Background: an optimization exercise with open tools, aiming at small area, a short achievable clock period and few clock cycles. Do not read the settings as production practice.
The RTL was checked by simulation tests, not by an equivalence proof against the original design.
Power is estimated from default activity; no workload was simulated.

### flow/constraint.sdc
create_clock -name core_clock -period 11.0 [get_ports {clk}]
set_input_delay 2.2000 -clock core_clock [delete_from_list [all_inputs] [get_ports {clk}]]
set_output_delay 2.2000 -clock core_clock [all_outputs]
set_load 0.01 [all_outputs]
### flow/design.v
module fpc_compress (
    input  wire        clk,
    input  wire        rst,           
    input  wire        start,
    input  wire        cfg_w8,        
    output wire        start_ready,
    input  wire        in_valid,
    output wire        in_ready,
    input  wire [63:0] in_data,
    input  wire        in_last,
    output reg         out_valid,
    input  wire        out_ready,
    output reg  [63:0] out_data,
    output reg  [3:0]  out_bytes,
    output reg         out_last
);
    localparam [7:0] LEVEL = 8'd4;
    localparam [7:0] BYTE_ORDER = 8'd0;
    reg stall_r;
    wire run = !stall_r;
    wire stall_nx;
    reg        act;           
    reg        w8_cur;
    reg        par;           
    reg        first_pend;    
    reg        pad_pend;      
    reg        in_rdy_r, st_rdy_r;
    reg        i_vld, i_w8, i_e2, i_first, i_fin;
    reg [63:0] i_v;
    assign start_ready = st_rdy_r;
    assign in_ready    = in_rdy_r;
    wire start_go = start && st_rdy_r;
    wire in_go    = in_valid && in_rdy_r;
    wire pad_go   = pad_pend && run;
    wire act_nx   = start_go ? 1'b1 : (in_go && in_last) ? 1'b0 : act;
    wire pad_nx   = (in_go && in_last) ? !par : pad_go ? 1'b0 : pad_pend;
    wire i_vld_nx = run ? (in_go || pad_go) : i_vld;
    wire i_fin_nx = run ? (pad_go || (in_go && in_last && par)) : i_fin;
    always @(posedge clk) begin
        if (rst) begin
            act      <= 1'b0;
            pad_pend <= 1'b0;
            i_vld    <= 1'b0;
            in_rdy_r <= 1'b0;
            st_rdy_r <= 1'b1;
        end else begin
            act      <= act_nx;
            pad_pend <= pad_nx;
            in_rdy_r <= act_nx && !stall_nx && !(i_vld_nx && i_fin_nx);
            st_rdy_r <= !act_nx && !(pad_nx && stall_nx);
            if (start_go) begin
                w8_cur     <= cfg_w8;
                par        <= 1'b0;
                first_pend <= 1'b1;
            end
            if (in_go) begin
                par        <= !par;
                first_pend <= 1'b0;
            end
            i_vld <= i_vld_nx;
            i_fin <= i_fin_nx;
            if (run) begin
                i_w8    <= w8_cur;
                i_e2    <= pad_go || par;
                i_first <= first_pend;
                i_v     <= pad_go ? 64'd0 : (in_data & {{32{w8_cur}}, 32'hffffffff});
            end
        end
    end
    reg        a_vld, a_w8, a_e2, a_first, a_fin;
    reg [63:0] a_v;           
    reg [63:0] a_d;           
    reg [63:0] a_p;           
    reg        lv_fin;        
    wire        ld_a = run && i_vld;
    wire [63:0] p_in = lv_fin ? 64'd0 : a_v;
    wire [63:0] d_in = (lv_fin ? i_v : i_v - a_v) & {{32{i_w8}}, 32'hffffffff};
    always @(posedge clk) begin
        if (rst) begin
            a_vld  <= 1'b0;
            lv_fin <= 1'b1;
        end else begin
            if (run) begin
                a_vld   <= i_vld;
                a_w8    <= i_w8;
                a_e2    <= i_e2;
                a_first <= i_first;
                a_fin   <= i_fin;
            end
            if (ld_a) begin
                a_v    <= i_v;
                a_d    <= d_in;
                a_p    <= p_in;
                lv_fin <= i_fin;
            end
        end
    end
    reg [63:0] fcm_t  [0:15];
    reg [63:0] dfcm_t [0:15];
    reg [15:0] fcm_ok, dfcm_ok;
    reg [15:0] f_oh, d_oh, f_rd;
    reg [63:0] dt_r;
    reg [3:0]  fcm_h, dfcm_h;
    wire [63:0] wmask = {{32{a_w8}}, 32'hffffffff};
    wire [63:0] delta = a_d;
    wire [63:0] pd    = (dt_r + a_p) & wmask;
    wire [3:0] fcm_h_nx  = a_w8 ? a_v[51:48] : ({fcm_h[2:0], 1'b0} ^ a_v[25:22]);
    wire [3:0] dfcm_h_nx = a_w8 ? ({dfcm_h[1:0], 2'b00} ^ delta[43:40]) : delta[26:23];
    wire [15:0] fcm_ok_nx  = fcm_ok  | f_oh;
    wire [15:0] dfcm_ok_nx = dfcm_ok | d_oh;
    wire [15:0] f_oh_nx = 16'd1 << fcm_h_nx;
    wire [15:0] d_oh_nx = 16'd1 << dfcm_h_nx;
    reg [63:0] pf, dt_rd;
    integer k;
    always @(*) begin
        pf    = 64'd0;
        dt_rd = 64'd0;
        for (k = 0; k < 16; k = k + 1) begin
            pf    = pf    | (fcm_t[k]  & {64{f_rd[k]}});
            dt_rd = dt_rd | (dfcm_t[k] & {64{d_oh_nx[k] & dfcm_ok[k]}});
        end
    end
    wire [63:0] dt_nx = (dfcm_h_nx == dfcm_h) ? delta : dt_rd;
    wire b_go = a_vld && run;
    reg        b_vld, b_w8, b_e2, b_first, b_fin;
    reg [63:0] b_xf, b_xd;
    always @(posedge clk) begin
        for (k = 0; k < 16; k = k + 1)
            if (b_go && f_oh[k]) fcm_t[k] <= a_v;
        for (k = 0; k < 16; k = k + 1)
            if (b_go && d_oh[k]) dfcm_t[k] <= delta;
    end
    always @(posedge clk) begin
        if (rst) begin
            fcm_ok  <= 16'd0;
            dfcm_ok <= 16'd0;
            f_oh    <= 16'd1;
            d_oh    <= 16'd1;
            f_rd    <= 16'd0;
            dt_r    <= 64'd0;
            fcm_h   <= 4'd0;
            dfcm_h  <= 4'd0;
            b_vld   <= 1'b0;
        end else if (run) begin
            b_vld <= a_vld;
            if (a_vld) begin
                if (a_fin) begin
                    fcm_ok  <= 16'd0;
                    dfcm_ok <= 16'd0;
                    f_oh    <= 16'd1;
                    d_oh    <= 16'd1;
                    f_rd    <= 16'd0;
                    dt_r    <= 64'd0;
                    fcm_h   <= 4'd0;
                    dfcm_h  <= 4'd0;
                end else begin
                    fcm_ok  <= fcm_ok_nx;
                    dfcm_ok <= dfcm_ok_nx;
                    f_oh    <= f_oh_nx;
                    d_oh    <= d_oh_nx;
                    f_rd    <= f_oh_nx & fcm_ok_nx;
                    dt_r    <= dt_nx;
                    fcm_h   <= fcm_h_nx;
                    dfcm_h  <= dfcm_h_nx;
                end
            end
            b_w8    <= a_w8;
            b_e2    <= a_e2;
            b_first <= a_first;
            b_fin   <= a_fin;
            b_xf    <= pf ^ a_v;
            b_xd    <= pd ^ a_v;
        end
    end
    function [7:0] topz;
        input [63:0] x;
        integer i;
        reg     all;
        begin
            all = 1'b1;
            for (i = 7; i >= 0; i = i - 1) begin
                all = all & (x[8*i +: 8] == 8'd0);
                topz[7 - i] = all;
            end
        end
    endfunction
    wire [7:0]  tzf   = topz(b_xf);
    wire [7:0]  tzd   = topz(b_xd);
    wire        sel_d = |(tzd & ~tzf);         
    wire [7:0]  tzn   = tzd | tzf;             
    wire [63:0] res   = sel_d ? b_xd : b_xf;
    reg [2:0] code;
    reg [3:0] tl;
    always @(*) begin
        casez ({b_w8, tzn})
            9'b1_0000_0000: begin code = 3'd0; tl = 4'd8; end
            9'b1_0000_0001: begin code = 3'd1; tl = 4'd7; end
            9'b1_0000_0011: begin code = 3'd2; tl = 4'd6; end
            9'b1_0000_0111: begin code = 3'd3; tl = 4'd5; end
            9'b1_0000_1111: begin code = 3'd3; tl = 4'd5; end
            9'b1_0001_1111: begin code = 3'd4; tl = 4'd3; end
            9'b1_0011_1111: begin code = 3'd5; tl = 4'd2; end
            9'b1_0111_1111: begin code = 3'd6; tl = 4'd1; end
            9'b1_1111_1111: begin code = 3'd7; tl = 4'd0; end
            9'b0_???0_????: begin code = 3'd0; tl = 4'd4; end
            9'b0_??01_????: begin code = 3'd1; tl = 4'd3; end
            9'b0_?011_????: begin code = 3'd2; tl = 4'd2; end
            9'b0_0111_????: begin code = 3'd3; tl = 4'd1; end
            9'b0_1111_????: begin code = 3'd4; tl = 4'd0; end
            default:        begin code = 3'd0; tl = 4'd8; end
        endcase
    end
    reg        s_f, s_fin;
    reg [2:0]  s_code;
    reg [3:0]  s_tl;
    reg [63:0] s_x;
    always @(posedge clk) begin
        if (run && b_vld) begin
            s_f    <= sel_d;
            s_fin  <= b_fin;
            s_code <= code;
            s_tl   <= tl;
            s_x    <= res;
        end
    end
    reg b_pend;
    integer j;
    wire hdr_go = run && b_vld && b_first;
    wire a_go   = run && b_vld && b_e2;
    wire bb_go  = run && b_pend && (s_tl != 4'd0);
    wire ch_go  = hdr_go || a_go || bb_go;
    reg [71:0] ch;
    reg [3:0]  ch_len;
    reg        ch_fin;
    always @(*) begin
        if (b_pend) begin
            ch     = {8'd0, s_x};
            ch_len = s_tl;
            ch_fin = s_fin;
        end else if (b_e2) begin
            ch     = {s_x, 8'd0};    
            ch_len = s_tl + 4'd1;
            ch_fin = b_fin && (tzf[7] || tzd[7]);
        end else begin
            ch     = {48'd0, BYTE_ORDER, LEVEL, b_w8 ? 8'd8 : 8'd4};
            ch_len = 4'd3;
            ch_fin = 1'b0;
        end
    end
    reg [63:0] wd [0:2];
    reg [2:0]  full, lastf;
    reg [3:0]  nb [0:2];
    reg [1:0]  tw;
    reg [2:0]  tb;
    reg [7:0]  tb_oh;         
    reg [7:0]  tb_ge;         
    always @(*) begin
        out_valid = full[0];
        out_data  = wd[0];
        out_bytes = nb[0];
        out_last  = lastf[0];
    end
    wire         emit = full[0] && out_ready;
    wire [4:0]   sum  = {2'b00, tb} + {1'b0, ch_len};
    wire [7:0]   hbyte = {s_f, s_code, sel_d, code};
    wire         h_ins = !b_pend && b_e2;
    reg  [127:0] win;
    always @(*) begin
        win = {56'd0, ch} << {tb, 3'b000};
        for (j = 0; j < 8; j = j + 1)
            if (h_ins && tb_oh[j]) win[8*j +: 8] = win[8*j +: 8] | hbyte;
    end
    function [16:0] pk;
        input       fin;
        input       go;
        input [4:0] sm;
        input [2:0] tbo;
        reg [1:0] adv;
        reg       lo_full, hi_full, lo_last, hi_last;
        reg [3:0] lo_nb, hi_nb;
        reg [2:0] tbn;
        begin
            adv = 2'd0; lo_full = 1'b0; hi_full = 1'b0; lo_last = 1'b0; hi_last = 1'b0;
            lo_nb = 4'd8; hi_nb = 4'd8; tbn = tbo;
            if (go) begin
                if (fin) begin
                    tbn     = 3'd0;
                    lo_full = 1'b1;
                    if (sm > 5'd8) begin
                        adv     = 2'd2;
                        hi_full = 1'b1;
                        hi_last = 1'b1;
                        hi_nb   = sm[3:0] - 4'd8;
                    end else begin
                        adv     = 2'd1;
                        lo_last = 1'b1;
                        lo_nb   = sm[3:0];
                    end
                end else begin
                    tbn = sm[2:0];
                    if (sm[4]) begin
                        adv = 2'd2; lo_full = 1'b1; hi_full = 1'b1;
                    end else if (sm[3]) begin
                        adv = 2'd1; lo_full = 1'b1;
                    end
                end
            end
            pk = {adv, lo_full, hi_full, lo_last, hi_last, lo_nb, hi_nb, tbn};
        end
    endfunction
    wire [16:0] pk0 = pk(1'b0, ch_go, sum, tb);
    wire [16:0] pk1 = pk(1'b1, ch_go, sum, tb);
    wire [16:0] pks = ch_fin ? pk1 : pk0;
    wire [1:0] adv     = pks[16:15];
    wire       lo_full = pks[14];
    wire       hi_full = pks[13];
    wire       lo_last = pks[12];
    wire       hi_last = pks[11];
    wire [3:0] lo_nb   = pks[10:7];
    wire [3:0] hi_nb   = pks[6:3];
    wire [2:0] tb_nx   = pks[2:0];
    reg [63:0] x0 [0:2];
    reg [63:0] x1 [0:2];
    reg [3:0]  nb0 [0:2];
    reg [3:0]  nb1 [0:2];
    reg [2:0]  lf0, lf1;
    always @(*) begin
        for (k = 0; k < 3; k = k + 1) begin
            x0[k]  = wd[k];
            nb0[k] = nb[k];
            lf0[k] = lastf[k];
            if (ch_go && tw == k) begin
                for (j = 0; j < 8; j = j + 1)
                    if (tb_ge[j]) x0[k][8*j +: 8] = win[8*j +: 8];
                if (lo_full) begin nb0[k] = lo_nb; lf0[k] = lo_last; end
            end
            if (ch_go && tw + 2'd1 == k) begin
                x0[k] = win[127:64];
                if (hi_full) begin nb0[k] = hi_nb; lf0[k] = hi_last; end
            end
            x1[k]  = (k < 2) ? wd[k + 1] : wd[k];
            nb1[k] = (k < 2) ? nb[k + 1] : nb[k];
            lf1[k] = (k < 2) ? lastf[k + 1] : lastf[k];
            if (ch_go && tw == k + 1) begin
                for (j = 0; j < 8; j = j + 1)
                    if (tb_ge[j]) x1[k][8*j +: 8] = win[8*j +: 8];
                if (lo_full) begin nb1[k] = lo_nb; lf1[k] = lo_last; end
            end
            if (ch_go && tw == k) begin
                x1[k] = win[127:64];
                if (hi_full) begin nb1[k] = hi_nb; lf1[k] = hi_last; end
            end
        end
    end
    wire [1:0] tw_00 = tw + pk0[16:15];
    wire [1:0] tw_01 = tw + pk0[16:15] - 2'd1;
    wire [1:0] tw_10 = tw + pk1[16:15];
    wire [1:0] tw_11 = tw + pk1[16:15] - 2'd1;
    wire [1:0] tw_nx = ch_fin ? (emit ? tw_11 : tw_10) : (emit ? tw_01 : tw_00);
    assign stall_nx = tw_nx[1];
    always @(posedge clk) begin
        for (k = 0; k < 3; k = k + 1) begin
            wd[k]    <= emit ? x1[k]  : x0[k];
            nb[k]    <= emit ? nb1[k] : nb0[k];
            lastf[k] <= emit ? lf1[k] : lf0[k];
        end
    end
    always @(posedge clk) begin
        if (rst) begin
            full    <= 3'b000;
            tw      <= 2'd0;
            tb      <= 3'd0;
            tb_oh   <= 8'd1;
            tb_ge   <= 8'hff;
            stall_r <= 1'b0;
            b_pend  <= 1'b0;
        end else begin
            tw      <= tw_nx;
            tb      <= tb_nx;
            tb_oh   <= 8'd1 << tb_nx;
            tb_ge   <= 8'hff << tb_nx;
            stall_r <= stall_nx;
            if (run)
                b_pend <= a_go;
            full[0] <= (tw_nx != 2'd0);
            full[1] <= tw_nx[1];
            full[2] <= (tw_nx == 2'd3);
        end
    end
endmodule
### flow/standard.sh
#!/bin/bash
# synth_recipe.tcl (not shown) runs the flow's synth.tcl, then flattens the netlist and writes it again
# the make line also repeats each setting of config.mk as NAME=value (left out here)
make -C /OpenROAD-flow-scripts/flow DESIGN_CONFIG=/design/flow/config.mk WORK_HOME=/design/flow/orfs CLKGATE_MAP_FILE= SYNTH_SCRIPT=/design/flow/synth_recipe.tcl "${@:-finish}"
### flow/flow/run.sh
#!/bin/bash
set -euo pipefail
bash standard.sh SETUP_SLACK_MARGIN=7 finish > standard.log 2>&1
### flow/config.mk
export PLATFORM = sky130hd
export DESIGN_NAME = fpc_compress
export DESIGN_NICKNAME = fpc_compress
export VERILOG_FILES = /design/flow/design.v
export SDC_FILE = /design/flow/constraint.sdc
export NUM_CORES = 4
export LEC_CHECK = 0
export CAP_MARGIN = 20
export CORE_MARGIN = 2
export CORE_UTILIZATION = 40
export PLACE_DENSITY = 0.6
export SLEW_MARGIN = 20
==> flow_results.org, run 1 <==
** Timing
- Final Hold Vio Count :: 0
- Headroom to the max-slew limit :: ~21%
- Tightest Pin Transition :: 1179 ps
- Setup violations remaining at the end of the flow were counted as 0.
- Final worst path period need :: a little under 4000 ps
- The final number of max-transition violations was 0.
- Period utilisation layout :: a little over a third
- For this run, the top clock speed supported by timing is roughly 250 MHz.
- Hold timing on the final database bottoms out at a slack of approximately 410 ps.
- Setup repair after global routing could not meet its margin everywhere.
- For the final routed database, the setup TNS stands at 0 ps.
- Final setup skew :: between 100 and 150 ps

** Logic synthesis
- EDFF count, synth :: 2648
- Main combinational cell family by area after synthesis :: compound AO/OA/AOI/OAI gates
- Average size of a mapped cell :: around 14 um2
- Summing the sequential cell areas from Yosys gives a little over two thirds of the chip area.
- The share of synthesized area in the top cell type comes to approximately 66%.
- Count of state elements after synthesis :: about 2900
- Fraction of the mapped netlist area in compound gates :: 15.15%
- Most area-hungry cell type in the Yosys netlist :: sky130_fd_sc_hd__edfxtp_1
- Cell count after synthesis :: approximately 8400
- During synthesis, Yosys emitted a total of 9 warnings.
- The most used flip-flop cell after synthesis is sky130_fd_sc_hd__edfxtp_1.
- Summing the areas of all xor and xnor instances in the mapped netlist gives under 10% of the synthesized area.
- Most numerous cell types in the synthesized netlist :: sky130_fd_sc_hd__edfxtp_1, sky130_fd_sc_hd__nor2_1, sky130_fd_sc_hd__a21oi_1
- Of the post-synthesis cell area, the part taken by muxes is about 2.0%.
- In the post-synthesis netlist, the cell with the most instances is sky130_fd_sc_hd__edfxtp_1.
- Sorting the synthesized cells by area gives the leading types as sky130_fd_sc_hd__edfxtp_1, sky130_fd_sc_hd__dfxtp_1, sky130_fd_sc_hd__a22o_1, sky130_fd_sc_hd__a221oi_1, sky130_fd_sc_hd__a22oi_1.
- Distinct cell type count of the synthesized netlist :: between 100 and 150
- Counting every net in the synthesized netlist gives 8569.
- Adder-Cell Fraction of Synth Area :: 1.441%
- Share of flip-flops with an asynchronous set or reset after synthesis :: 0%
- Simple-gate share of the synthesized area :: 6.780%
- The synthesized netlist occupies a cell area of 119600 um2.

** Pwr
- In this run the power spent charging and discharging nets is around 0.0064 W.
- Cell internal power was estimated by the tool at roughly 0.019 W.
- The clock network accounts for just under 40% of the total power.
- Part of the power in combinational logic :: around a tenth
- Net switching is 24.67% of the power.
- Leakage power summed over all cells :: ~45 nW
- Of the total power, registers draw around half.
- The worst-case IR drop observed on VDD is 0.1301 mV.
- Dividing total power by cell area gives a power density of 188.7 nW/um2.
- Power comes to ~0.026 W.

** CTS
- Clock root buffer :: sky130_fd_sc_hd__clkbuf_16
- TritonCTS Buffers :: roughly 310
- TritonCTS clock tree :: built
- Clock-pin slew was measured on the worst setup and hold paths at around 60 ps.
- The H-tree generated during clock tree synthesis spans 5 levels.
- The longest clock path from root to sink contains 4 buffers.
- For this design, the CTS-stage hold fixing added 0 buffers.
- Counting every sink on the clock net gives slightly below 3000.
- Clock latency on the worst-skew pair, taken at its later pin, is between 900 and 1000 ps.

** Die
- The die is approximately 550 um tall.
- Placement row count :: 200
- Full die area :: 303400 um2
- IO Count :: between 100 and 150
- For this configuration, the core starts out at a cell density of 40.23%.
- In this run the standard cell core region covers 297300 um2.
- Die Wd :: ~550 um

** Placed design
- Port buffering added between 100 and 150 buffers.
- Dpl cell area :: roughly 130000 um2
- At the end of routability-driven placement, the weighted congestion stood at 0.9517.
- After legalization and detailed placement, the total HPWL measured roughly 230000 um.

** Detailed routing
- Total wire length :: 403300 um
- The first detailed-routing pass took 7 iterations.
- Number of nets with antenna violations after routing :: 0
- Routed via count divided by cell count :: approximately 6.3
- The first routing iteration left 10720 violations.
- In the routed design, unresolved DRC markers number 0.
- Detailed-route via count :: roughly 80000
- Detailed-route wire length per cell :: around 32 um

** Worst setup path
- The critical path goes through nor4_1 -> nand2_1 -> or3_2 -> or3_4 -> a32oi_2 -> o221ai_4 -> a221oi_2 -> o22ai_1.
- Along the worst path, the maximum fanout reaches 9.
- Data on the critical path is required at its endpoint by 11570 ps.
- Kind of cell adding the most delay to the critical path :: simple AND/OR/NAND/NOR gates
- Maximum single-stage delay on the critical path :: around 600 ps
- The slowest stage of the critical path is the sky130_fd_sc_hd__nor4_1 cell.
- At the worst endpoint, the arrival time is around 4500 ps.
- The critical path contains buffers and inverters numbering 0 combined.
- The worst setup path is captured at a flip-flop.
- Kind of start point of the critical path :: flip-flop
- Type of the setup path with the least slack :: reg -> reg

** Cells and area
- At the end of the flow the core is filled with cells to between 40% and 50%.
- From synthesis to final layout, the design area changed by 14.17%.
- The filler cells instantiated in the layout total 26050.
- Cell area after layout :: between 100000 and 150000 um2
- Fin nets :: about 8700
- Proportion of layout cells with a drive suffix above 1 :: 11.41%

** Global route
- First-pass GRT wire length :: about 560000 um
- Pin count of the biggest net entering global routing :: about 140
- The initial antenna violation count came to 9.
- Number of global-route vias before repair :: about 76000
- Total global routing track utilization :: 25.73%
- For this run the aggregate overflow at the end of global routing stands at 0.

** Min path
- The worst hold path belongs to the class reg -> reg.

** Status
- The run finished with no timing, DRC or antenna violations.

** Job
- Across the run, the number of max-cap violations was 0.
==> per-stage QoR <==
step | std cells | worst slack (ps)
after detailed placement | 12020 | 4690
after global placement | 12020 | 4824
final | 12700 | 7035
after CTS | 12650 | 6908
after floorplan | 8362 | 4936
after global routing | 12690 | 6936
==> logic make-up after synthesis <==
kind of cell	count (synthesis)
DFF	2907
AOI/OAI and AO/OA	2506
and+or+nand+nor	1694
buffers and inverters	666
xor gates and xnor gates	232
muxes	221
adders and majority gates	136
==> sequential cells by signal (all words and copies together) (netlist names), 64 cells and up <==
| register | count |
|---|---|
| s_x | 64 |
| a_v | 64 |
| i_v | 64 |
| dt_r | 64 |
| wd | 192 |
| a_p | 64 |
| dfcm_t | 1024 |
| a_d | 64 |
| b_xd | 64 |
| fcm_t | 1024 |
| b_xf | 64 |
==> worst register-to-register path, cell delays in order, from the launching register on <==
cell and delay [ps]:
sky130_fd_sc_hd__edfxtp_1 410, sky130_fd_sc_hd__nor4_1 590, sky130_fd_sc_hd__nand2_1 250, sky130_fd_sc_hd__or3_2 500
sky130_fd_sc_hd__or3_4 420, sky130_fd_sc_hd__a32oi_2 300, sky130_fd_sc_hd__o221ai_4 360, sky130_fd_sc_hd__a221oi_2 610
sky130_fd_sc_hd__o22ai_1 210
==> final cells by class <==
| class | instances | area [um2] | share of cell area, % |
|---|---|---|---|
| Inverter | 119 | 459.2 | 0.3363 |
| Clock inverter | 167 | 1409 | 1.032 |
| Clock buffer | 396 | 8467 | 6.200 |
| Sequential cell | 2907 | 84780 | 62.08 |
| Timing Repair Buffer | 364 | 3353 | 2.455 |
| Antenna cell | 5 | 12.51 | 0.009162 |
| Tap cell | 3939 | 4928 | 3.609 |
| Multi-Input combinational cell | 4800 | 33160 | 24.28 |
==> cells in the final DEF, fill, tap and decap left out, types with 66 or more instances in the layout <==
| master | instances |
|---|---|
| sky130_fd_sc_hd__nand3_1 | 124 |
| sky130_fd_sc_hd__mux2i_1 | 101 |
| sky130_fd_sc_hd__clkdlybuf4s50_1 | 110 |
| sky130_fd_sc_hd__and2_1 | 97 |
| sky130_fd_sc_hd__nor2_1 | 488 |
| sky130_fd_sc_hd__buf_4 | 193 |
| sky130_fd_sc_hd__mux2_2 | 120 |
| sky130_fd_sc_hd__dfxtp_1 | 237 |
| sky130_fd_sc_hd__a21o_1 | 94 |
| sky130_fd_sc_hd__edfxtp_1 | 2648 |
| sky130_fd_sc_hd__o221ai_1 | 66 |
| sky130_fd_sc_hd__clkbuf_16 | 323 |
| sky130_fd_sc_hd__o21ai_0 | 257 |
| sky130_fd_sc_hd__a222oi_1 | 70 |
| sky130_fd_sc_hd__xnor2_1 | 179 |
| sky130_fd_sc_hd__a221oi_1 | 350 |
| sky130_fd_sc_hd__a21oi_1 | 488 |
| sky130_fd_sc_hd__a22oi_1 | 367 |
| sky130_fd_sc_hd__a22o_1 | 364 |
| sky130_fd_sc_hd__nand2_1 | 459 |
| sky130_fd_sc_hd__ha_1 | 133 |
| sky130_fd_sc_hd__inv_1 | 115 |
| sky130_fd_sc_hd__nand4_1 | 161 |
| sky130_fd_sc_hd__and3_1 | 82 |
| sky130_fd_sc_hd__o22ai_1 | 81 |
==> power groups by stage <==
| stage | Sequential (W) | Clock (W) | Combinational [W] |
|---|---|---|---|
| detailed placement | 0.0133 | 0 | 0.00234 |
| finish | 0.0130 | 0.0102 | 0.00250 |
| global placement | 0.0133 | 0 | 0.00230 |
| floorplan | 0.0131 | 0 | 0.00156 |
| global route | 0.0131 | 0.0107 | 0.00271 |
| CTS | 0.0130 | 0.0103 | 0.00242 |
==> routing by layer <==
metal,wire length [um],track usage (%),vias up
met1,160000,35.14,40710
met2,187500,41.06,4454
met3,36610,3.719,674
li1,-,-,33760
met5,13,0,-
met4,19160,11.08,2
==> worst paths after layout <==
kind                 start   endpoint  slack, ps  depth (start not counted)
setup / recovery  b_xd[29]  wd[0][40]       7030                          8
hold reg to reg    i_first    a_first        410                          0
setup reg to reg  b_xd[29]  wd[0][40]       7030                          8
hold / removal     i_first    a_first        410                          0
==> timing repair <==
| action | CTS | global route |
|---|---|---|
| pin swaps | 10 | 18 |
| setup buffers | 51 | 40 |
| gates cloned | 9 | 5 |
| gates resized for setup | 108 | 68 |
| endpoints found under the setup margin | 562 | 291 |
Testbench counts, summed over its fixed seeds: cycles 8,162.
==> run 2: changes to the inputs <==
==> flow/flow/run.sh (replaced) <==
#!/bin/bash
set -euo pipefail
bash standard.sh SETUP_SLACK_MARGIN=7.5 finish > standard.log 2>&1
==> flow_results.org, run 2 <==
** Detailed routing
- TritonRoute pass-1 iters :: 12
- After the first detailed-routing iteration, the DRC count stood at between 10000 and 15000.
- Number of nets with antenna violations after routing :: 0
- For this run, design rule violations remaining after detail routing come to 0.
- Detailed-route via count :: between 80000 and 90000
- Detailed-route wire length per cell :: ~32 um
- Routed via count divided by cell count :: 6.345
- Total wire length :: about 410000 um

** Pwr
- Leakage power summed over all cells :: 46.41 nW
- Worst IR Drop VDD :: 0.1106 mV
- For this design the ratio of total power to cell area is 186.6 nW/um2.
- After layout, the design draws a total of around 0.026 W.

** Cells and area
- Fill cell total of the finished layout :: about 26000
- The largest registers in the layout are dfcm_t x1024, fcm_t x1024, wd x192.
- Leading cell type in the layout, fill and taps excluded :: sky130_fd_sc_hd__edfxtp_1
- Fin nets :: between 8000 and 9000
- The library cells used most frequently in the layout, excluding fill and tap cells, are sky130_fd_sc_hd__edfxtp_1, sky130_fd_sc_hd__nor2_1, sky130_fd_sc_hd__a21oi_1, sky130_fd_sc_hd__nand2_1, sky130_fd_sc_hd__a22oi_1.
- In the final layout, the share of cells above drive strength 1 is about 16%.
- Area growth from synthesis to final layout :: 16.66%

** Timing
- The final number of max-transition violations came to 0.
- Between clock sinks in the finished design, the worst skew comes to just under 100 ps.
- Setup violations remaining at the end of the flow were counted as 0.
- The number of hold violations in the final report is 0.
- Setup slack on the critical path of the routed design comes to around 7300 ps.
- On the final layout, the worst hold slack is 417.3 ps.
- For the pin with the worst max-slew slack, the measured transition is 1220 ps.
- The final critical path takes up 34.01% of the cycle.
- Headroom to the max-slew limit came out at a little under a fifth.
- Max frequency :: around 270 MHz
- Final worst path period need :: roughly 3700 ps
- Unrepaired setup endpoints after global routing :: yes
- In the final timing run, aggregate negative setup slack is 0 ps.

** CTS
- TritonCTS built the clock tree.
- Clock-pin slew was measured on the worst setup and hold paths at roughly 60 ps.
- The clock reaches the later pin of the worst-skew pair after 880 ps.
- Clock root buffer :: sky130_fd_sc_hd__clkbuf_16
- Buffers inserted during clock tree synthesis total about 310.
- Clock sink count :: approximately 2900
- The clock passes through at most 4 buffers.
- Number of levels the H-tree was split into :: 5

** Worst setup path
- Data arrives at the worst endpoint at around 1500 ps.
- Kind of start point of the critical path :: flip-flop
- The slowest stage of the critical path belongs to the cell sky130_fd_sc_hd__edfxtp_1.
- On the worst path, the slowest cell contributes a delay of 500 ps.
- Buffers & Inverters on Critical Path :: 1
- At the worst endpoint, the required time is around 9000 ps.
- Traced cell by cell, the critical path runs through buf_2.
- Highest net fanout along the worst path :: 1
- STA classifies the critical path endpoint as an output port.
- Type of the setup path with the least slack :: reg -> out
- The cell family contributing the most delay on the critical path is flip-flops.

** Logic synthesis
- After synthesis the netlist holds a flip-flop and latch count of just under 3000.
- EDFF count, synth :: between 2000 and 3000
- Average size of a mapped cell :: ~14 um2
- The mapped netlist covers approximately 120000 um2.
- Share of flip-flops with an asynchronous set or reset after synthesis :: 0%
- The number of nets in the synthesized netlist is between 8000 and 9000.
- The Yosys step of the flow raised 9 warnings.
- Most frequently used flop master after synthesis :: sky130_fd_sc_hd__edfxtp_1
- Proportion of synthesized chip area in sequential cells :: 70.82%
- Area share of the largest cell type after synthesis :: between 60% and 70%
- Yosys mapped the design onto approximately 100 distinct sky130hd cell types.
- Main area contributors after synthesis :: sky130_fd_sc_hd__edfxtp_1, sky130_fd_sc_hd__dfxtp_1, sky130_fd_sc_hd__a22o_1, sky130_fd_sc_hd__a221oi_1, sky130_fd_sc_hd__a22oi_1
- Most area-hungry cell type in the Yosys netlist :: sky130_fd_sc_hd__edfxtp_1
- After technology mapping, the gate count stands at between 8000 and 9000.
- Top-count cell post-synth :: sky130_fd_sc_hd__edfxtp_1
- Most numerous cell types in the synthesized netlist :: sky130_fd_sc_hd__edfxtp_1, sky130_fd_sc_hd__nor2_1, sky130_fd_sc_hd__a21oi_1

** Status
- Result of the run :: timing/DRC/antenna clean

** Placed design
- GP Congestion :: between 0.9 and 1
- Prior to clock tree synthesis, the placed netlist has a worst setup slack of between 4000 and 5000 ps.
- Once detailed placement completed, the half-perimeter wirelength came to roughly 240000 um.
- The count of buffers added on input and output ports is around 140.

** Die
- Once the floorplan was initialized, standard cells occupied about 40% of the core.
- Placeable core area :: around 300000 um2
- Measured along the x axis, the die boundary spans 550.8 um.
- Measured along the y axis, the die boundary spans about 550 um.
- The die covers between 300000 and 400000 um2.
- Placement row count :: 200
- During I/O placement, the number of pins put on the boundary was ~140.

** Global route
- Total gr overflow :: 0
- Global routing consumed, over all layers together, a little over a quarter of the routing resources.
- Entering global routing, the biggest net connects between 100 and 150 pins.
- Number of global-route vias before repair :: between 70000 and 80000
- First-pass GRT wire length :: around 580000 um
- The initial antenna violation count is 17.

** Job
- Max-cap violations in this run came to 0.

** Min path
- The min-delay analysis places its worst path in the category reg -> reg.
[run 2: final timing paths]
check | startpoint | to | slack [ps] | cells past startpoint
max | wd[0][57] | out_data[57] | 7260 | 1
min | a_e2 | b_e2 | 420 | 0
max reg2reg | i_v[3] | a_d[61] | 7330 | 13
min reg2reg | a_e2 | b_e2 | 420 | 0
[run 2: cell families (layout without fill, tap and decap cells)]
kind of cell / count (synthesis) / after routing / share of synthesized area, %
AOI/OAI and AO/OA: 2506 / 2507 / 15.15
xor gates and xnor gates: 232 / 232 / 1.699
adders and majority gates: 136 / 136 / 1.442
buffers and inverters: 666 / 1190 / 2.142
DFF: 2907 / 2907 / 70.82
muxes: 221 / 221 / 1.975
other: 0 / 3 / 0
and+or+nand+nor: 1694 / 1704 / 6.780
[run 2: layout make-up]
type / count / area (um2) / share of cell area (%)
antenna: 3 / 7.507 / 0.005380
timing repair buffer: 525 / 4796 / 3.437
clock inverter: 149 / 1546 / 1.108
inverter: 119 / 483.0 / 0.3461
clock buffer: 396 / 8267 / 5.924
multi-input combinational: 4800 / 34700 / 24.87
tap: 3939 / 4928 / 3.532
timing repair inverter: 1 / 8.758 / 0.006277
sequential: 2907 / 84800 / 60.77
[run 2: routing by layer]
layer	routed length [um]	GRT usage (%)	share of wire, %
met5	69	0	0.017
met4	21670	12.32	5.2
met3	42250	4.630	10
met2	188000	41.11	45
met1	161600	35.76	39
[run 2: power by group]
group | switching (W) | internal, W | leakage (nW)
combinational | 0.00169 | 0.00105 | 15.4
clock | 0.00432 | 0.00596 | 4.78
sequential | 0.000392 | 0.0126 | 26.2
total | 0.00639 | 0.0196 | 46.4
[run 2: stage by stage]
step | util [%] | cells | area, um2
final | 46.94 | 12840 | 139500
after global placement | 42.17 | 12040 | 125400
after floorplan | - | 8362 | 119900
after CTS | 46.26 | 12740 | 137500
after detailed placement | 42.17 | 12040 | 125400
after global routing | 46.94 | 12840 | 139500
[run 2: timing repair]
item | CTS | global route
gates cloned | 17 | 5
endpoints found under the setup margin | 796 | 473
gates resized for setup | 588 | 250
pin swaps | 62 | 127
setup buffers | 145 | 87
hold buffers | 0 | 0
==> run 3: changes to the inputs <==
--- a/flow/design.v
+++ b/flow/design.v
@@ -249,4 +249,5 @@
     end
     reg [63:0] wd [0:2];
+    reg [63:0] od;            
     reg [2:0]  full, lastf;
     reg [3:0]  nb [0:2];
@@ -257,5 +258,5 @@
     always @(*) begin
         out_valid = full[0];
-        out_data  = wd[0];
+        out_data  = od;
         out_bytes = nb[0];
         out_last  = lastf[0];
@@ -366,4 +367,6 @@
         end
     end
+    always @(posedge clk)
+        od <= rst ? 64'd0 : (emit ? x1[0] : x0[0]);
     always @(posedge clk) begin
         if (rst) begin
==> flow_results.org, run 3 <==
** Logic synthesis
- Adder-Cell Fraction of Synth Area :: 1.430%
- Summing the areas of all compound-gate instances in the mapped netlist gives 14.85% of the synthesized area.
- Multiplexer cells account for 1.769% of the synthesized area.
- After synthesis, the mean cell area works out to 14.14 um2.
- Yosys mapped the design onto 87 distinct sky130hd cell types.
- Count of state elements after synthesis :: between 2000 and 3000
- The synthesized netlist occupies a cell area of around 120000 um2.
- The Yosys step of the flow raised 9 warnings.
- The most used flip-flop cell after synthesis is sky130_fd_sc_hd__edfxtp_1.
- After synthesis, flip-flops and latches occupy between 70% and 80% of the total area.
- Main area contributors after synthesis :: sky130_fd_sc_hd__edfxtp_1, sky130_fd_sc_hd__dfxtp_1, sky130_fd_sc_hd__a22o_1, sky130_fd_sc_hd__a221oi_1, sky130_fd_sc_hd__a22oi_1
- After synthesis, the largest family of logic cells by area is compound AO/OA/AOI/OAI gates.
- XOR/XNOR Fraction of Synth Area :: between 1.5 and 2%
- Most numerous cell types in the synthesized netlist :: sky130_fd_sc_hd__edfxtp_1, sky130_fd_sc_hd__nor2_1, sky130_fd_sc_hd__a21oi_1
- The number of nets handed over by synthesis was roughly 8700.
- Cell count after synthesis :: 8527
- Of the total synthesized cell area, the portion taken by AND, OR, NAND and NOR gates is just over 7%.
- The largest total area in the synthesized netlist belongs to sky130_fd_sc_hd__edfxtp_1.
- The synthesized design contains 2584 enable-type register cells.
- Yosys instantiated no cell more often than sky130_fd_sc_hd__edfxtp_1.
- Area share of the largest cell type after synthesis :: between 60% and 70%
- In the synthesized netlist the async set-or-reset flop fraction comes to 0%.

** Timing
- Final setup skew :: 102.3 ps
- Period utilisation layout :: roughly 34%
- Count of final setup violators :: 0
- Final worst path period need :: between 3000 and 4000 ps
- Tightest Pin Transition :: around 1300 ps
- Final Hold Vio Count :: 0
- Based on the critical path, the design can be clocked at up to approximately 260 MHz.
- After routing, the total negative slack on setup checks comes to 0 ps.
- Headroom to the max-slew limit :: 12.56%
- Setup repair after global routing could not meet its margin everywhere.
- Fin. max-slew vios :: 0

** Die
- Row generation in the floorplan step produced 201 rows.
- around 140 I/O pins were placed.
- Once the floorplan was initialized, standard cells occupied roughly 40% of the core.
- In this run the vertical extent of the chip is approximately 550 um.
- The total area inside the core boundary comes to 299800 um2.
- The floorplan step defined a die boundary enclosing around 300000 um2.
- The die is 553.0 um wide.

** Cells and area
- Combined flip-flop and latch cell area :: 85550 um2
- The finished layout holds approximately 13000 standard cells, fillers aside.
- Post-layout util :: between 40% and 50%
- Fill cell total of the finished layout :: 25780
- Cells with a size suffix above 1 make up between 10% and 20% of the layout.
- Leading cell type in the layout, fill and taps excluded :: sky130_fd_sc_hd__edfxtp_1
- Fin nets :: between 9000 and 10000
- The area growth from synthesis to layout is 17.68%.
- Biggest registers after layout :: dfcm_t x1024, fcm_t x1024, wd x192
- With fillers left out, the area of the finished cells amounts to 141900 um2.
- Summing all multi-input logic gate instances after layout gives around 36000 um2.
- The library cells used most frequently in the layout, excluding fill and tap cells, are sky130_fd_sc_hd__edfxtp_1, sky130_fd_sc_hd__nor2_1, sky130_fd_sc_hd__nand2_1, sky130_fd_sc_hd__a21oi_1, sky130_fd_sc_hd__a22oi_1.

** Worst setup path
- Required time reported for the critical path endpoint :: approximately 12000 ps
- Worst path slowest cell :: sky130_fd_sc_hd__edfxtp_1
- In this run the worst path has a maximum fanout of 4.
- In this design, the stage delay of the slowest critical-path cell is around 420 ps.
- Worst path depth :: 14
- In this run the critical register-to-register path is launched from a_p[12].
- The worst setup path is launched from a flip-flop.
- STA classifies the critical path endpoint as a flip-flop.
- Capture instance of the worst register-to-register path :: b_xd[63]
- Buffers & Inverters on Critical Path :: 2
- Cells traversed along the worst timing path :: ha_4 -> buf_6 -> nand4_1 -> nor4_2 -> a211oi_1 -> buf_4 -> o41a_1 -> a21oi_4 -> a31oi_4 -> o21ba_4 -> a2111oi_4 -> o21a_1 -> o21ai_2 -> xnor2_1
- FF-to-FF path depth :: 14
- Kind of cell adding the most delay to the critical path :: compound AO/OA/AOI/OAI gates
- Data on the critical path arrives at its endpoint at about 4300 ps.
- By startpoint and endpoint, the worst setup path is classified as reg -> reg.
- The setup check on the worst reg-to-reg path leaves a slack of 7230 ps.

** Detailed routing
- Summing over every cut layer, the via total after detailed routing is between 80000 and 90000.
- The final layout contains routed wiring with a total length of between 400000 and 500000 um.
- The detailed router finished its first iteration with 11780 violations.
- TritonRoute pass-1 iters :: 8
- In the routed design, unresolved DRC markers number 0.
- Number of nets with antenna violations after routing :: 0
- Dividing the detail-routed wire length by the instance count gives roughly 32 um.
- Routed via count divided by cell count :: 6.296

** Min path
- Hold worst-path end :: a_e2
- Hold Crit Class :: reg -> reg
- The worst hold path was traced through 0 stages.
- Hold path startpoint :: i_e2

** Status
- The flow ran to the end and the layout has no timing, DRC or antenna violations.

** Global route
- Number of global-route vias before repair :: a little under 80000
- Global routing used roughly a quarter of the available tracks.
- Pin count of the biggest net entering global routing :: approximately 150
- The initial antenna violation count is 20.
- Total gr overflow :: 0
- First-pass GRT wire length :: about 580000 um

** CTS
- Clock Pin Slew Worst Setup and Hold Paths :: roughly 60 ps
- The clock tree synthesis step divided the H-tree into 5 levels.
- Counting along the longest clock path gives a buffer depth of 4.
- Clock root buffer :: sky130_fd_sc_hd__clkbuf_16
- TritonCTS built the clock tree.
- For this design, the CTS-stage hold fixing added 0 buffers.
- In this run, CTS created clock tree buffers numbering between 300 and 400.
- Clock sink count :: roughly 3000
- Insertion delay of the later-clocked pin in the worst-skew pair :: approximately 900 ps

** Pwr
- Power comes to between 0.02 and 0.03 W.
- Leakage power summed over all cells :: between 40 and 50 nW
- Power per cell area :: 176.6 nW/um2
- The worst-case IR drop observed on VDD is 0.1309 mV.

** Placed design
- Routability-driven placement finished with a final weighted congestion of 0.9807.
- The count of buffers added on input and output ports is about 140.
- Dpl cell area :: 126300 um2
- DP HPWL :: roughly 240000 um
- Including well taps, the total number of placed cells is approximately 12000.

** Job
- Max-cap violations in this run came to 0.
-- run 3: cell types whose count changed in the layout (fill, tap and decap cells not counted), moves of 33 or more --
cell                       delta
sky130_fd_sc_hd__dfxtp_1     +93
sky130_fd_sc_hd__nand2_1     +45
sky130_fd_sc_hd__buf_6       +42
sky130_fd_sc_hd__and2_1      +35
sky130_fd_sc_hd__mux2i_1     -33
sky130_fd_sc_hd__edfxtp_1    -64
sky130_fd_sc_hd__o211ai_1    +38
sky130_fd_sc_hd__o22ai_1     -39
-- run 3: final cells by class --
cell class              count  share of cell area [%]
diodes                     19                 0.03351
clock buffers             385                   5.757
clock inverters           162                   1.141
inverters                 131                  0.3677
multi-input cells        4880                   25.14
flip-flops and latches   2971                   60.29
well taps                3958                   3.490
repair buffers            571                   3.790
-- run 3: what timing repair did --
item / CTS / global route
gates cloned: 18 / 6
buffers inserted: 200 / 88
pin swaps: 137 / 152
endpoints found under the setup margin: 698 / 497
resized for setup: 811 / 297
-- run 3: worst register-to-register path: cells and delay by family (launching register included) --
family / cells / cell delay [ps]
and+or+nand+nor: 2 / 450
adders and majority gates: 1 / 310
DFF: 1 / 420
buffers and inverters: 2 / 260
AOI/OAI and AO/OA: 8 / 1850
xor gates and xnor gates: 1 / 130
-- run 3: per-layer routing --
layer	share of wire, %	GRT usage [%]
met5	0.014	0
met4	4.0	9.204
met3	11	4.983
met2	45	40.11
met1	40	36.53
-- run 3: power by group --
part | internal (W) | switching [W]
Clock | 0.00590 | 0.00442
Sequential | 0.0127 | 0.000324
Combinational | 0.000740 | 0.000933
Total | 0.0194 | 0.00567
-- run 3: kinds of logic after synthesis --
family,after synthesis
adder cells (fa/ha/maj),136
AO/OA/AOI/OAI,2484
XOR/XNOR,263
flip-flops,2971
multiplexers,197
buffers and inverters,691
AND/OR/NAND/NOR,1785
-- run 3: worst max-delay path by stage --
| stage | startpoint | end |
|---|---|---|
| after floorplan | rst | a_e2 |
| after global placement | out_ready | wd[2][51] |
| after detailed placement | out_ready | wd[2][51] |
| after CTS | dt_r[0] | b_xd[62] |
| after global routing | a_p[12] | b_xd[63] |
| final | a_p[12] | b_xd[63] |
-- run 3: through the flow --
stage / setup slack, ps / hold slack, ps
2_1_floorplan: 4958 / 400.3
3_3_place_gp: 4989 / 407.6
3_5_place_dp: 5080 / 406.2
4_1_cts: 7216 / 432.0
5_1_grt: 7131 / 441.2
6_report: 7226 / 426.9
Testbench counts of run 3, summed over its fixed seeds: cycles 8,162.
==> run 4: changes to the inputs <==
--- a/flow/design.v
+++ b/flow/design.v
@@ -249,5 +249,4 @@
     end
     reg [63:0] wd [0:2];
-    reg [63:0] od;            
     reg [2:0]  full, lastf;
     reg [3:0]  nb [0:2];
@@ -258,5 +257,5 @@
     always @(*) begin
         out_valid = full[0];
-        out_data  = od;
+        out_data  = wd[0];
         out_bytes = nb[0];
         out_last  = lastf[0];
@@ -367,6 +366,4 @@
         end
     end
-    always @(posedge clk)
-        od <= rst ? 64'd0 : (emit ? x1[0] : x0[0]);
     always @(posedge clk) begin
         if (rst) begin
==> flow/flow/run.sh (replaced) <==
#!/bin/bash
set -euo pipefail
bash standard.sh SETUP_SLACK_MARGIN=7.75 finish > standard.log 2>&1
==> flow_results.org, run 4 <==
** Global route
- Pin count of the biggest net entering global routing :: between 70 and 80
- The first global-routing pass estimated 580700 um of wire.
- Number of global-route vias before repair :: approximately 78000
- Total gr overflow :: 0
- For this run, the total global-route usage over all layers was measured as 26.50%.
- The initial antenna violation count was 16.

** Die
- After floorplanning, the core was divided into 200 placement rows.
- In this run the standard cell core region covers about 300000 um2.
- Die Wd :: around 550 um
- Die span in y :: 550.8 um
- IO Count :: between 100 and 150
- Full die area :: between 300000 and 400000 um2
- For this configuration, the core starts out at a cell density of between 40% and 50%.

** Detailed routing
- Uppermost metal layer occupied by signal nets :: met5
- Dividing the detail-routed wire length by the instance count gives between 30 and 40 um.
- Routed via count divided by cell count :: 6.312
- After detailed routing, the met3 layer carries between 40000 and 50000 um of wire.
- The routed layout has 82460 vias.
- The final layout contains routed wiring with a total length of about 420000 um.
- TritonRoute pass-1 iters :: 9
- The detailed router put a total of roughly 160000 um of wire on met1.
- Iter 0 DRT Violations :: 11940
- DRC violation count after routing :: 0
- Met2 Routed Length :: ~190000 um
- Number of nets with antenna violations after routing :: 0

** CTS
- Insertion delay of the later-clocked pin in the worst-skew pair :: around 900 ps
- Largest buffer count on any clock path :: 4
- The tree built by TritonCTS fans out to between 2000 and 3000 sinks.
- The cell sitting at the root of the clock tree is a sky130_fd_sc_hd__clkbuf_16.
- Clock-pin slew was measured on the worst setup and hold paths at 60 ps.
- Number of levels the H-tree was split into :: 5
- TritonCTS Buffers :: ~310
- TritonCTS clock tree :: built

** Job
- Count of max-cap constraint violations :: 0

** Logic synthesis
- The synthesized netlist occupies a cell area of 119600 um2.
- Count of state elements after synthesis :: about 2900
- Yosys mapped a number of flops with a built-in enable equal to 2648.
- Summed over all instances, the cell type with the most area after synthesis is sky130_fd_sc_hd__edfxtp_1.
- Ranked by instance count, the synthesized netlist is headed by sky130_fd_sc_hd__edfxtp_1, sky130_fd_sc_hd__nor2_1, sky130_fd_sc_hd__a21oi_1.
- Yosys instantiated no cell more often than sky130_fd_sc_hd__edfxtp_1.
- After synthesis, the share of flip-flops with an asynchronous set or reset is 0%.
- Yosys mapped the design onto 103 distinct sky130hd cell types.
- Post-synth net total :: between 8000 and 9000
- Synthesis produced a netlist whose cell count is approximately 8400.
- Yosys printed 9 warnings.
- By area the synthesized netlist is led by sky130_fd_sc_hd__edfxtp_1, sky130_fd_sc_hd__dfxtp_1, sky130_fd_sc_hd__a22o_1, sky130_fd_sc_hd__a221oi_1, sky130_fd_sc_hd__a22oi_1.
- Area share of the largest cell type after synthesis :: between 60% and 70%
- A synthesized cell averages 14.30 um2.
- Summing the sequential cell areas from Yosys gives 70.82% of the chip area.
- Most frequently used flop master after synthesis :: sky130_fd_sc_hd__edfxtp_1

** Min path
- Hold Crit Class :: reg -> reg

** Cells and area
- The largest registers in the layout are dfcm_t x1024, fcm_t x1024, wd x192.
- Multi-input gate area :: between 30000 and 40000 um2
- Fin nets :: approximately 9000
- Compared with the post-synthesis result, the final layout area differs by 20.48%.
- Post-layout util :: between 40 and 50%
- The finished layout holds 13060 standard cells, fillers aside.
- Of the cells placed in the final design, the portion with a size suffix greater than 1 is between 20 and 25%.
- In the layout the commonest cells are sky130_fd_sc_hd__edfxtp_1, sky130_fd_sc_hd__nor2_1, sky130_fd_sc_hd__nand2_1, sky130_fd_sc_hd__a21oi_1, sky130_fd_sc_hd__buf_4.
- Combined flip-flop and latch cell area :: 84800 um2
- After filler insertion, the fill cell instance count of the layout stands at about 25000.
- The library cell used most frequently in the layout, excluding fill and tap cells, is sky130_fd_sc_hd__edfxtp_1.
- Cell area after layout :: approximately 140000 um2

** Timing
- Tightest Pin Transition :: 1107 ps
- The number of hold violations in the final report came to 0.
- Final worst path period need :: approximately 3700 ps
- Setup violations remaining at the end of the flow were counted as 0.
- Unrepaired setup endpoints after global routing :: yes
- Based on the critical path, the design can be clocked at up to 267.8 MHz.
- Summed over all failing endpoints, the final setup total negative slack is 0 ps.
- Fin. max-slew vios :: 0
- Measured against its own limit, the worst slew margin works out to about a quarter.
- The clock arrives with around 110 ps of skew.
- After layout, the worst path uses 33.95% of the clock period.

** Placed design
- Dpl cell area :: roughly 130000 um2
- Routability-driven placement finished with a final weighted congestion of around 1.
- Placed cell count :: around 12000
- I/O Buffers :: roughly 140
- Once detailed placement completed, the half-perimeter wirelength came to about 230000 um.

** Worst setup path
- Across all register-to-register paths, the minimum setup slack is 7320 ps.
- Along the worst path, the maximum fanout reaches 2.
- The number of buffers and inverters on the critical path is 1.
- Kind of start point of the critical path :: flip-flop
- STA puts the critical path data arrival time at 1530 ps.
- Cells traversed along the worst timing path :: buf_2
- Sort of element at the end of the critical path :: output port
- Kind of cell adding the most delay to the critical path :: flip-flops
- STA puts the critical path data required time at 8800 ps.
- On the worst path, the slowest cell contributes a delay of just over 500 ps.
- Among all stages on the critical path, the largest delay is contributed by sky130_fd_sc_hd__edfxtp_1.
- The critical path is of the reg -> out type.

** Status
- The flow ran to the end and the layout has no timing, DRC or antenna violations.

** Pwr
- Worst IR Drop VDD :: 0.1565 mV
- Power per cell area :: between 150 and 200 nW/um2
- Leakage power summed over all cells :: approximately 48 nW
run 4: cell types whose count changed in the layout (fill, tap and decap cells not counted), moves of 31 or more:
cell	change
sky130_fd_sc_hd__o21ai_0	-40
sky130_fd_sc_hd__a21oi_1	-44
sky130_fd_sc_hd__o22ai_1	+33
sky130_fd_sc_hd__and2_1	-39
sky130_fd_sc_hd__dfxtp_1	-88
sky130_fd_sc_hd__edfxtp_1	+64
sky130_fd_sc_hd__xnor2_1	-33
sky130_fd_sc_hd__mux2i_1	+31
sky130_fd_sc_hd__nor2_1	-45
sky130_fd_sc_hd__o211ai_1	-38
sky130_fd_sc_hd__a21oi_2	+32
sky130_fd_sc_hd__nand2_1	-62
sky130_fd_sc_hd__buf_4	+57
run 4: final cells by class:
cell class              instances  share of cell area (%)
clock buffers                 406                   5.886
inverters                     119                  0.3404
clock inverters               153                   1.109
repair inverters                3                 0.03647
diodes                          8                 0.01389
well taps                    3939                   3.420
repair buffers                715                   4.962
flip-flops and latches       2907                   58.84
multi-input cells            4813                   25.39
run 4: final timing paths:
kind / start / endpoint / cells after the start
min: a_first / b_first / 0
max: wd[0][61] / out_data[61] / 1
max reg2reg: i_v[1] / a_d[63] / 13
min reg2reg: a_first / b_first / 0
run 4: per-stage QoR:
stage | worst slack [ps] | total power (W) | hold WS, ps
floorplan | 4936 | 0.01484 | 400.3
global placement | 5218 | 0.01562 | 406.1
detailed placement | 5256 | 0.01565 | 412.2
CTS | 7237 | 0.02627 | 423.5
global route | 7233 | 0.02726 | 437.8
finish | 7265 | 0.02653 | 420.0
run 4: where the power goes:
| part | switching (W) | internal, W |
|---|---|---|
| registers | 0.000404 | 0.0126 |
| clock network | 0.00440 | 0.00606 |
| logic | 0.00183 | 0.00120 |
| total | 0.00663 | 0.0199 |
run 4: cell families (layout without fill, tap and decap cells):
logic type | Yosys count | count (layout) | share of synthesized area [%]
other | 0 | 8 | 0
buffers and inverters | 666 | 1396 | 2.142
xor gates and xnor gates | 232 | 232 | 1.699
muxes | 221 | 221 | 1.975
and+or+nand+nor | 1694 | 1715 | 6.780
adders and majority gates | 136 | 136 | 1.442
AOI/OAI and AO/OA | 2506 | 2509 | 15.15
DFF | 2907 | 2907 | 70.82
run 4: metal layers:
metal,track usage [%],vias to the layer above
li1,-,34530
met5,0,-
met2,41.47,4993
met1,36.08,42040
met4,11.40,6
met3,5.105,890
run 4: timing repair:
| action | in CTS | in global routing |
|---|---|---|
| pin swaps | 182 | 221 |
| endpoints found under the hold margin | 0 | 0 |
| hold buffers | 0 | 0 |
| buffers inserted | 242 | 166 |
| gates cloned | 33 | 20 |
| endpoints found under the setup margin | 1045 | 1360 |
| resized for setup | 856 | 388 |
Testbench counts of run 4, summed over its fixed seeds: cycles 8,162.
==> run 5: changes to the inputs <==
==> flow/flow/run.sh (replaced) <==
#!/bin/bash
set -euo pipefail
bash standard.sh SETUP_SLACK_MARGIN=7.5 finish > standard.log 2>&1
--- a/flow/config.mk
+++ b/flow/config.mk
@@ -9,4 +9,7 @@
 export CORE_MARGIN = 2
 export CORE_UTILIZATION = 40
+export CTS_BUF_LIST = sky130_fd_sc_hd__clkbuf_16
+export CTS_CLUSTER_DIAMETER = 50
+export CTS_CLUSTER_SIZE = 25
 export PLACE_DENSITY = 0.6
 export SLEW_MARGIN = 20
==> flow_results.org, run 5 <==
** Global route
- For this run the aggregate overflow at the end of global routing stands at 0.
- Pin count of the biggest net entering global routing :: 135
- The initial antenna violation count is 15.
- Total global routing track utilization :: roughly a quarter
- First-pass GRT wire length :: 573700 um
- Number of global-route vias before repair :: roughly 77000

** Timing
- Tightest Pin Transition :: about 1200 ps
- Final setup skew :: a little over 100 ps
- Timing would allow up to 268.3 MHz.
- For the final routed database, the setup TNS stands at 0 ps.
- Setup violations remaining at the end of the flow were counted as 0.
- Unrepaired setup endpoints after global routing :: yes
- The clock period could shrink to 3727 ps.
- The final number of max-transition violations is 0.
- Headroom to the max-slew limit :: around a fifth
- Period utilisation layout :: 33.88%
- Setup slack on the critical path of the routed design comes to approximately 7300 ps.
- The number of hold violations in the final report is 0.

** Cells and area
- The layout has 25650 filler cells.
- The post-route netlist has approximately 17% of its cells at a drive strength greater than 1.
- Top library cells by usage in the layout, fill and taps aside :: sky130_fd_sc_hd__edfxtp_1, sky130_fd_sc_hd__nor2_1, sky130_fd_sc_hd__a21oi_1, sky130_fd_sc_hd__nand2_1, sky130_fd_sc_hd__a22oi_1
- Fin nets :: 8827
- Final instance count without filler cells :: roughly 13000
- The library cell used most frequently in the layout, excluding fill and tap cells, is sky130_fd_sc_hd__edfxtp_1.
- Area growth from synthesis to final layout :: 16.27%
- The largest registers in the layout are dfcm_t x1024, fcm_t x1024, wd x192.

** Logic synthesis
- The number of nets handed over by synthesis was between 8000 and 9000.
- Most numerous cell types in the synthesized netlist :: sky130_fd_sc_hd__edfxtp_1, sky130_fd_sc_hd__nor2_1, sky130_fd_sc_hd__a21oi_1
- Counting flops and latches in the post-synthesis netlist gives between 2000 and 3000.
- Most area-hungry cell type in the Yosys netlist :: sky130_fd_sc_hd__edfxtp_1
- Top-count cell post-synth :: sky130_fd_sc_hd__edfxtp_1
- The synthesized netlist occupies a cell area of roughly 120000 um2.
- Counting flops with an async set or reset pin after synthesis yields a share of 0%.
- Yosys printed 9 warnings.
- Average size of a mapped cell :: 14.30 um2
- Most frequently used flop master after synthesis :: sky130_fd_sc_hd__edfxtp_1
- Ranked by total cell area, the synthesized netlist is headed by sky130_fd_sc_hd__edfxtp_1, sky130_fd_sc_hd__dfxtp_1, sky130_fd_sc_hd__a22o_1, sky130_fd_sc_hd__a221oi_1, sky130_fd_sc_hd__a22oi_1.
- In the synthesized netlist, the number of instances is about 8400.
- The synthesized design contains approximately 2600 enable-type register cells.
- Proportion of synthesized chip area in sequential cells :: 70.82%
- The netlist uses 103 different library cells.
- Area share of the largest cell type after synthesis :: roughly 66%

** Job
- Count of max-cap constraint violations :: 0

** Die
- Full die area :: roughly 300000 um2
- Die Wd :: approximately 550 um
- Placeable core area :: 297300 um2
- The initial utilization of the core area, before any placement, comes to 40.23%.
- The floorplan has 200 rows.
- Die span in y :: ~550 um
- IO Count :: 143

** Placed design
- The congestion estimate from routability-driven global placement came to approximately 0.95.
- Once placement completed, the tool counted placed cells totaling around 12000.
- At the placement stage, the worst setup path has a slack of between 4000 and 5000 ps.
- The wire-length estimate of the detail-placed layout is roughly 240000 um.
- I/O Buffers :: 142

** CTS
- Clock sink count :: 2907
- TritonCTS built the clock tree.
- TritonCTS created between 200 and 300 clock buffers.
- For this design, the CTS-stage hold fixing added 0 buffers.
- The clock tree synthesis step divided the H-tree into 5 levels.
- Clock root buffer :: sky130_fd_sc_hd__clkbuf_16
- Insertion delay of the later-clocked pin in the worst-skew pair :: roughly 900 ps
- Clock Pin Slew Worst Setup and Hold Paths :: 60 ps
- Largest buffer count on any clock path :: 4

** Detailed routing
- After detailed routing, the average wire length per cell comes to around 32 um.
- In the routed layout, each cell is associated on average with a via count of between 6 and 7.
- The final route contains 80990 vias.
- Number of nets with antenna violations after routing :: 0
- Iter 0 DRT Violations :: around 11000
- DRC violation count after routing :: 0
- Before antenna repair, the detailed router went through 7 iterations.
- Total wire length :: 410600 um

** Worst setup path
- Maximum single-stage delay on the critical path :: ~500 ps
- Cells traversed along the worst timing path :: buf_2
- Among all stages on the critical path, the largest delay is contributed by sky130_fd_sc_hd__edfxtp_1.
- STA classifies the critical path startpoint as a flip-flop.
- Buffers & Inverters on Critical Path :: 1
- Setup slack on the worst reg-to-reg path comes out at ~7300 ps.
- Highest net fanout along the worst path :: 1
- STA puts the critical path data required time at about 8800 ps.
- Sort of element at the end of the critical path :: output port
- The critical path is of the reg -> out type.
- Grouping stages by cell kind, the critical path spends the most delay in flip-flops.
- Arrival time reported for the critical path endpoint :: approximately 1500 ps

** Pwr
- Power Internal :: around 0.019 W
- Worst IR Drop VDD :: 0.1254 mV
- Part of the power in combinational logic :: a little over a tenth
- The share of total power dissipated in the clock network is 38.8%.
- For this design the total switching power over the nets is about 0.007 W.
- Dividing total power by cell area gives a power density of 184.9 nW/um2.
- Net switching is between 20% and 30% of the power.
- The analysis attributes to cell leakage a power of around 46 nW.
- Total chip power :: 0.02572 W
- Of the total power, registers draw 50.6%.

** Status
- The run finished with no timing, DRC or antenna violations.

** Min path
- The tightest min-delay check is of the reg -> reg type.
run 5: cell counts after synthesis:
No cell type changed its count.
run 5: layer usage:
metal | vias up | GRT usage, % | routed length [um]
met5 | - | 0 | 47
met4 | 6 | 12.64 | 21920
met3 | 833 | 4.719 | 42540
met2 | 5033 | 40.90 | 186700
met1 | 41120 | 35.45 | 159400
li1 | 34000 | - | -
run 5: layout make-up:
type	instances	area, um2	share of cell area (%)
antenna	8	20.02	0.01439
clock buffer	280	7007	5.038
clock inverter	217	2485	1.787
inverter	119	484.2	0.3482
multi-input combinational	4798	34630	24.90
sequential	2907	84800	60.97
tap	3939	4928	3.544
timing repair buffer	517	4698	3.378
timing repair inverter	2	17.52	0.01260
run 5: kinds of logic after synthesis:
logic type,after synthesis,synth area share (%)
AOI/OAI and AO/OA,2506,15.15
xor gates and xnor gates,232,1.699
adders and majority gates,136,1.442
buffers and inverters,666,2.142
DFF,2907,70.82
muxes,221,1.975
and+or+nand+nor,1694,6.780
run 5: power groups by stage:
stage | combinational (W) | clock, W | sequential, W
after floorplan | 0.00158 | 0 | 0.0131
after CTS | 0.00255 | 0.0101 | 0.0130
after global placement | 0.00229 | 0 | 0.0133
after global routing | 0.00293 | 0.0105 | 0.0131
after detailed placement | 0.00233 | 0 | 0.0133
final | 0.00272 | 0.00998 | 0.0130
run 5: worst paths after layout:
check / from / endpoint / depth (start not counted)
worst max-delay path: wd[0][63] / out_data[63] / 1
worst min-delay path: a_e2 / b_e2 / 0
worst max register to register: b_xf[24] / wd[2][56] / 11
worst min register to register: a_e2 / b_e2 / 0
run 5: metrics by stage:
| step | hold slack, ps | utilization (%) | instance area [um2] |
|---|---|---|---|
| after floorplan | 400.3 | - | 119900 |
| final | 414.8 | 46.78 | 139100 |
| after detailed placement | 409.8 | 42.17 | 125400 |
| after CTS | 418.4 | 46.18 | 137300 |
| after global placement | 418.7 | 42.17 | 125400 |
| after global routing | 431.4 | 46.78 | 139100 |
run 5: what timing repair did:
action | in CTS | in global routing
setup endpoints to repair | 789 | 412
gates cloned | 18 | 2
buffers inserted | 150 | 75
resized for setup | 577 | 238
pin swaps | 69 | 122

what the ideal ports hide:
In the flow no input, the clock included, has a driving cell. The finished layouts below were timed again as built, in two steps.
Step 1 sets driving cells, clkbuf_16 on the clock port and buf_2 on the other inputs (assumed; they add their load-dependent delay and slew).
Step 2 times the ports against the registers' clock, not the clock port: input delays grow and output delays shrink by t, the midpoint of the rising clock arrivals with the driver on.
Three values: ideal, step 1, step 2; two values: the first two.
| run | t (ns) | setup slack, ns | worst hold slack (ns) | worst setup path at the end | worst data-port slew with drivers (ns) |
|---|---|---|---|---|---|
| run 1 | 0.950 | 7.035 / 6.973 / 6.155 | 0.413 / 0.413 / 0.413 | input to register | 0.11 |
| run 2 | 0.927 | 7.259 / 7.169 / 6.652 | 0.417 / 0.417 / 0.417 | input to register | 0.11 |
| run 3 | 0.942 | 7.226 / 7.226 / 6.642 | 0.427 / 0.427 / 0.427 | input to register | 0.05 |
| run 4 | 0.945 | 7.265 / 7.168 / 6.586 | 0.420 / 0.420 / 0.420 | input to register | 0.12 |
| run 5 | 0.964 | 7.273 / 7.160 / 6.666 | 0.415 / 0.415 / 0.415 | input to register | 0.10 |
After both steps setup and hold are still met in every run listed. The setup slack of run 1, which loses most, moves by -0.062 ns with the drivers and by -0.880 ns with both steps.
